This is an optimization exercise on Yosys and OpenROAD, whose aim is small area, not a production implementation.
In this exercise RTL edits were held to simulation tests only and were not proved equivalent to the original.
The clock port is modelled as an ideal driver, which makes a skipped or thinned clock tree look cheaper than it is; a real chip needs a root buffer or a tree.
No activity file was given, so power comes from the tool's default toggle rates.

==> inputs of run a <==
## serprog_engine
module serprog_engine (
    input  wire        clk,
    input  wire        rst,         
    input  wire        in_valid,
    input  wire [7:0]  in_data,
    output wire        in_ready,
    output wire        out_valid,
    output wire [7:0]  out_data,
    input  wire        out_ready,
    output wire        reg_en,
    output wire        reg_we,
    output wire [1:0]  reg_addr,
    output wire [63:0] reg_wdata,
    input  wire [31:0] reg_rdata
);
    localparam [3:0] S_AWAIT = 4'b0000, S_ARG1 = 4'b0001, S_ARG6  = 4'b0010, S_REPLY = 4'b0011,
                     S_CMD   = 4'b0100, S_CGET = 4'b0101, S_BDECW = 4'b0110, S_BDEC  = 4'b0111,
                     S_CTRL  = 4'b1000, S_POLL = 4'b1001, S_CIW   = 4'b1010, S_POP   = 4'b1011,
                     S_PX    = 4'b1100, S_BUSY = 4'b1101, S_GX    = 4'b1110, S_WRZ   = 4'b1111;
    localparam [5:0] A_IFACE = 6'd2, A_SYNC = 6'd5, A_ACK = 6'd6, A_NAK = 6'd7, A_SERBUF = 6'd8, A_PGM = 6'd11, A_BUS = 6'd28, A_CMDMAP = 6'd30;
    reg [7:0] r0, r1, r2, r3, r4, r5;
    reg [7:0] ib;
    reg [2:0] pos;
    reg [3:0] st;
    reg [5:0] ptr;           
    reg       rx;            
    reg       bor;           
    wire [1:0] j = ptr[1:0];
    wire [8:0] rom =
        (ptr == 6'd2) ? {1'b0, 8'h06} :
        (ptr == 6'd3) ? {1'b0, 8'h01} :
        (ptr == 6'd4) ? {1'b1, 8'h00} :
        (ptr == 6'd5) ? {1'b0, 8'h15} :
        (ptr == 6'd6) ? {1'b1, 8'h06} :
        (ptr == 6'd7) ? {1'b1, 8'h15} :
        (ptr == 6'd8) ? {1'b0, 8'h06} :
        (ptr == 6'd9) ? {1'b0, 8'hFF} :
        (ptr == 6'd10) ? {1'b1, 8'hFF} :
        (ptr == 6'd11) ? {1'b0, 8'h06} :
        (ptr == 6'd12) ? {1'b0, "m"} :
        (ptr == 6'd13) ? {1'b0, "8"} :
        (ptr == 6'd14) ? {1'b0, "8"} :
        (ptr == 6'd15) ? {1'b0, "c"} :
        (ptr == 6'd16) ? {1'b0, "s"} :
        (ptr == 6'd17) ? {1'b0, "8"} :
        (ptr == 6'd18) ? {1'b0, "0"} :
        (ptr == 6'd19) ? {1'b0, "0"} :
        (ptr == 6'd20) ? {1'b0, "1"} :
        (ptr == 6'd21) ? {1'b0, " "} :
        (ptr == 6'd22) ? {1'b0, "f"} :
        (ptr == 6'd23) ? {1'b0, "l"} :
        (ptr == 6'd24) ? {1'b0, "a"} :
        (ptr == 6'd25) ? {1'b0, "s"} :
        (ptr == 6'd26) ? {1'b0, "h"} :
        (ptr == 6'd27) ? {1'b1, 8'h00} :
        (ptr == 6'd28) ? {1'b0, 8'h06} :
  ...
Settings: LEC_CHECK=0, ABC_AREA=1, CAP_MARGIN=20, CORE_MARGIN=2, CORE_UTILIZATION=40, PLACE_DENSITY=0.6, SLEW_MARGIN=20; clock period 10.0 ns.
standard.sh (not shown) runs the stock make flow with config.mk's settings and CLKGATE_MAP_FILE= SYNTH_SCRIPT=/design/flow/synth_recipe.tcl, a recipe that flattens the netlist after the stock synthesis.
==> flow/flow/run.sh <==
#!/bin/bash
# The standard layout (standard.sh), with these changes:
#  - synthesis is the standard flow's own script (synth_recipe.tcl, registers untouched),
#    except that the combinational mapping uses flow/abc.script, an
#    area-oriented ABC script (with &deepsyn), in place of ORFS's abc_area.script,
#    and adders are not mapped to ha/fa cells beforehand (ADDER_MAP_FILE empty);
#  - the port buffers are made from the smallest buffer cell (buf_1);
#  - the clock tree is one level of four clkbuf_8 buffers fed by the clock
#    port (flow/cts_post.tcl rebuilds it after clock_tree_synthesis);
#  - the constant outputs share the one tie cell that synthesis gives them
#    (SKIP_REPAIR_TIE_FANOUT=1) instead of one tie cell each.
set -euo pipefail
W=$(pwd)
{
  head -n 1 synth_recipe.tcl
  cat <<'T'
proc abc {args} {
  set out {}
  set skip 0
  foreach a $args {
    if {$skip} { set skip 0; continue }
    if {$a eq "-script"} { set skip 1; continue }
    if {$a eq "-D"} { set skip 1; continue }
    lappend out $a
  }
  yosys abc -script $::env(FLOW_ABC_SCRIPT) {*}$out
}
T
  tail -n +2 synth_recipe.tcl
} > flow_synth.tcl
sed "s#SYNTH_SCRIPT=[^ ]*#SYNTH_SCRIPT=$W/flow_synth.tcl#" standard.sh > flow_standard.sh
grep -q "SYNTH_SCRIPT=$W/flow_synth.tcl" flow_standard.sh
export FLOW_ABC_SCRIPT=$W/flow/abc.script
export BUFFER_PORTS_ARGS="-buffer_cell sky130_fd_sc_hd__buf_1"
export POST_CTS_TCL=$W/flow/cts_post.tcl
export CTS_ARGS="-sink_clustering_enable -repair_clock_nets -dont_use_dummy_load -buf_list {sky130_fd_sc_hd__clkbuf_4 sky130_fd_sc_hd__clkbuf_8} -root_buf sky130_fd_sc_hd__clkbuf_8 -sink_clustering_size 25"
# ADDER_MAP_FILE= : no separate adder mapping (no ha/fa cells); ABC maps the adders too
bash flow_standard.sh ADDER_MAP_FILE= SKIP_REPAIR_TIE_FANOUT=1 finish > flow_standard.log 2>&1
==> flow/flow/abc.script <==
strash
ifraig
scorr
dc2
strash
&get -n
&deepsyn -T 60
&put
strash
&get -n
&dch -f
&nf -R 1000 -p
&put
strash
&get -n
&dch -f
&nf -R 1000 -p
&put
==> flow/flow/cts_post.tcl <==
set nbuf 4
set block [ord::get_db_block]
set db [ord::get_db]
set master [$db findMaster sky130_fd_sc_hd__clkbuf_8]
set clk [$block findNet clk]

set old_insts {}
set old_nets {}
set sinks {}
foreach inst [$block getInsts] {
  if {![string match "clkbuf_*" [$inst getName]]} { continue }
  if {![string match "sky130_fd_sc_hd__clkbuf_*" [[$inst getMaster] getName]]} { continue }
  lappend old_insts $inst
  set onet [[$inst findITerm X] getNet]
  if {[lsearch -exact $old_nets $onet] < 0} { lappend old_nets $onet }
}
foreach onet $old_nets {
  foreach it [$onet getITerms] {
    if {[$it isOutputSignal]} { continue }
    set i2 [$it getInst]
    if {[lsearch -exact $old_insts $i2] >= 0} { continue }
    lappend sinks $it
  }
}
puts "cts_post: [llength $old_insts] CTS buffers, [llength $sinks] sinks"

# group the sinks: halves by x, then halves by y
proc sink_xy {it} {
  set inst [$it getInst]
  set bb [$inst getBBox]
  return [list [expr {([$bb xMin] + [$bb xMax]) / 2}] [expr {([$bb yMin] + [$bb yMax]) / 2}]]
}
set items {}
foreach it $sinks { lappend items [concat [list $it] [sink_xy $it]] }
set items [lsort -integer -index 1 $items]
set h [expr {[llength $items] / 2}]
set groups {}
foreach half [list [lrange $items 0 [expr {$h - 1}]] [lrange $items $h end]] {
  set half [lsort -integer -index 2 $half]
  set q [expr {[llength $half] / 2}]
  lappend groups [lrange $half 0 [expr {$q - 1}]] [lrange $half $q end]
}

foreach it $sinks { $it disconnect }
foreach inst $old_insts { odb::dbInst_destroy $inst }
foreach onet $old_nets { odb::dbNet_destroy $onet }

set g 0
foreach grp $groups {
  set sx 0; set sy 0
  foreach e $grp { incr sx [lindex $e 1]; incr sy [lindex $e 2] }
  set n [llength $grp]
  set cx [expr {$sx / $n}]; set cy [expr {$sy / $n}]
  set buf [odb::dbInst_create $block $master "clkbuf_l1_${g}_clk"]
  set net [odb::dbNet_create $block "clknet_l1_${g}_clk"]
  $net setSigType CLOCK
  [$buf findITerm A] connect $clk
  [$buf findITerm X] connect $net
  foreach e $grp { [lindex $e 0] connect $net }
  $buf setLocation $cx $cy
  $buf setPlacementStatus PLACED
  puts "cts_post: buffer $g at $cx $cy drives $n sinks"
  incr g
}
global_connect
detailed_placement
check_placement -verbose
estimate_parasitics -placement
report_clock_skew
==> run b (differences from run a) <==
==> flow/flow/abc.script (replaced) <==
strash
ifraig
scorr
dc2
strash
&get -n
&deepsyn -J 50
&put
strash
&get -n
&dch -f
&nf -R 1000 -p
&put
strash
&get -n
&deepsyn -J 50 -S 1
&put
strash
&get -n
&dch -f
&nf -R 1000 -p
&put
- CORE_UTILIZATION: 40 -> 65
- PLACE_DENSITY: 0.6 -> 0.75
==> run c (differences from run a) <==
--- a/flow/design.v
+++ b/flow/design.v
@@ -8,20 +8,17 @@
     output wire [7:0]  out_data,
     input  wire        out_ready,
     output wire        reg_en,
     output wire        reg_we,
     output wire [1:0]  reg_addr,
     output wire [63:0] reg_wdata,
     input  wire [31:0] reg_rdata
 );
-    localparam [3:0] S_AWAIT = 4'b0000, S_ARG1 = 4'b0001, S_ARG6  = 4'b0010, S_REPLY = 4'b0011,
-                     S_CMD   = 4'b0100, S_CGET = 4'b0101, S_BDECW = 4'b0110, S_BDEC  = 4'b0111,
-                     S_CTRL  = 4'b1000, S_POLL = 4'b1001, S_CIW   = 4'b1010, S_POP   = 4'b1011,
-                     S_PX    = 4'b1100, S_BUSY = 4'b1101, S_GX    = 4'b1110, S_WRZ   = 4'b1111;
+    localparam [3:0] S_AWAIT = 4'b0010, S_ARG1 = 4'b1010, S_ARG6 = 4'b0110, S_REPLY = 4'b0000, S_CMD = 4'b0100, S_CGET = 4'b0111, S_BDECW = 4'b1100, S_BDEC = 4'b1101, S_CTRL = 4'b1000, S_POLL = 4'b0101, S_CIW = 4'b1110, S_POP = 4'b0011, S_PX = 4'b1011, S_BUSY = 4'b0001, S_GX = 4'b1001, S_WRZ = 4'b1111;
     localparam [5:0] A_IFACE = 6'd2, A_SYNC = 6'd5, A_ACK = 6'd6, A_NAK = 6'd7, A_SERBUF = 6'd8, A_PGM = 6'd11, A_BUS = 6'd28, A_CMDMAP = 6'd30;
     reg [7:0] r0, r1, r2, r3, r4, r5;
     reg [7:0] ib;
     reg [2:0] pos;
     reg [3:0] st;
     reg [5:0] ptr;           
     reg       rx;            
     reg       bor;           
==> flow/flow/run.sh (replaced) <==
#!/bin/bash
# The standard layout (standard.sh), with these changes:
#  - synthesis is the standard flow's own script (synth_recipe.tcl, registers untouched),
#    except that the combinational mapping uses flow/abc.script, an
#    area-oriented ABC script (with &deepsyn), in place of ORFS's abc_area.script,
#    and adders are not mapped to ha/fa cells beforehand (ADDER_MAP_FILE empty);
#  - the port buffers are made from the smallest buffer cell (buf_1);
#  - the clock tree uses clkbuf_4/8 and no dummy loads;
#  - the constant outputs share the one tie cell that synthesis gives them
#    (SKIP_REPAIR_TIE_FANOUT=1) instead of one tie cell each.
set -euo pipefail
W=$(pwd)
{
  head -n 1 synth_recipe.tcl
  cat <<'T'
proc abc {args} {
  set out {}
  set skip 0
  foreach a $args {
    if {$skip} { set skip 0; continue }
    if {$a eq "-script"} { set skip 1; continue }
    if {$a eq "-D"} { set skip 1; continue }
    lappend out $a
  }
  yosys abc -script $::env(FLOW_ABC_SCRIPT) {*}$out
}
T
  tail -n +2 synth_recipe.tcl
} > flow_synth.tcl
sed "s#SYNTH_SCRIPT=[^ ]*#SYNTH_SCRIPT=$W/flow_synth.tcl#" standard.sh > flow_standard.sh
grep -q "SYNTH_SCRIPT=$W/flow_synth.tcl" flow_standard.sh
export FLOW_ABC_SCRIPT=$W/flow/abc.script
export BUFFER_PORTS_ARGS="-buffer_cell sky130_fd_sc_hd__buf_1"
export CTS_ARGS="-sink_clustering_enable -repair_clock_nets -dont_use_dummy_load -buf_list {sky130_fd_sc_hd__clkbuf_4 sky130_fd_sc_hd__clkbuf_8} -root_buf sky130_fd_sc_hd__clkbuf_8 -sink_clustering_size 25"
# ADDER_MAP_FILE= : no separate adder mapping (no ha/fa cells); ABC maps the adders too
bash flow_standard.sh ADDER_MAP_FILE= SKIP_REPAIR_TIE_FANOUT=1 finish > flow_standard.log 2>&1
removed: flow/flow/cts_post.tcl
==> run d (differences from run a) <==
- CORE_UTILIZATION: 40 -> 65
- PLACE_DENSITY: 0.6 -> 0.75
==> results.txt <==
Run status: run a finished clean; run d finished clean; run c finished clean; run b finished clean
Sequential share of cell area: run a 0.356; run d 0.363; run c 0.347; run b 0.361
Fraction of area in multi-input gates: run a 0.486; run d 0.495; run c 0.487; run b 0.501
Post-Syn Area: run a 3890 um^2; run d 3890 um^2; run c 3940 um^2; run b 3910 um^2
Wire length reported by the detailed router: run a 13100 um; run d 12200 um; run c 13100 um; run b 12100 um
Top Consumer: run a combinational logic; run d combinational logic; run c sequential cells; run b combinational logic
Placed Area: run a 4380 um^2; run d 4300 um^2; run c 4430 um^2; run b 4320 um^2
Die Y-Extent: run a 103 um; run d 81.4 um; run c 103 um; run b 81.6 um
Setup Slack @ Placement: run a 5.35 ns; run d 5.47 ns; run c 5.44 ns; run b 5.60 ns
Reg power frac: run a 0.431; run d 0.431; run c 0.427; run b 0.421
Worst-skew pair later-pin latency: run a 0.17 ns; run d 0.17 ns; run c 0.35 ns; run b 0.17 ns
Crit-path max FO: run a 20; run d 28; run c 28; run b 16
Final critical path time including I/O delays and setup: run a 4.87 ns; run d 4.83 ns; run c 5.08 ns; run b 4.77 ns
Met1 Resource Use GR: run a 0.346; run d 0.493; run c 0.345; run b 0.468
Metal-1 WL: run a 5820 um; run d 4760 um; run c 5700 um; run b 4590 um
Transition time of the tightest slew-check pin: run a 0.980 ns; run d 1.09 ns; run c 0.784 ns; run b 0.967 ns
Met2 track utilization from global routing: run a 0.392; run d 0.580; run c 0.378; run b 0.601
Total number of vias: run a 4103; run d 4204; run c 4124; run b 4212
In run a, run b and run d the design's own scripts or RTL, not TritonCTS, make the clock network.

[port drivers added, routing unchanged]
In the flow no input, the clock included, has a driving cell. The finished layouts below were timed again as built, in two steps.
Step 1: set_driving_cell puts a clkbuf_16 on clk and a buf_2 on each other input, an assumption about the parent block.
Step 2 adds t to the input delays and takes it off the output delays; t is the mean of the earliest and latest rising clock arrival at the registers after step 1. Input paths then give back, and output paths get back, about the clock's delay inside the block.
Slacks: no drivers / after step 1 / after step 2; pairs: no drivers / after step 1.
run	t (ns)	setup slack, ns	worst setup path after step 2	worst data-port slew with drivers (ns)
run a	0.230	5.126 / 5.061 / 5.291	register to output	0.06
run b	0.225	5.227 / 5.164 / 5.389	register to output	0.04
run c	0.371	4.923 / 4.891 / 5.262	register to output	0.04
run d	0.225	5.171 / 5.110 / 5.335	register to output	0.04
After both steps setup and hold are still met in every run listed.
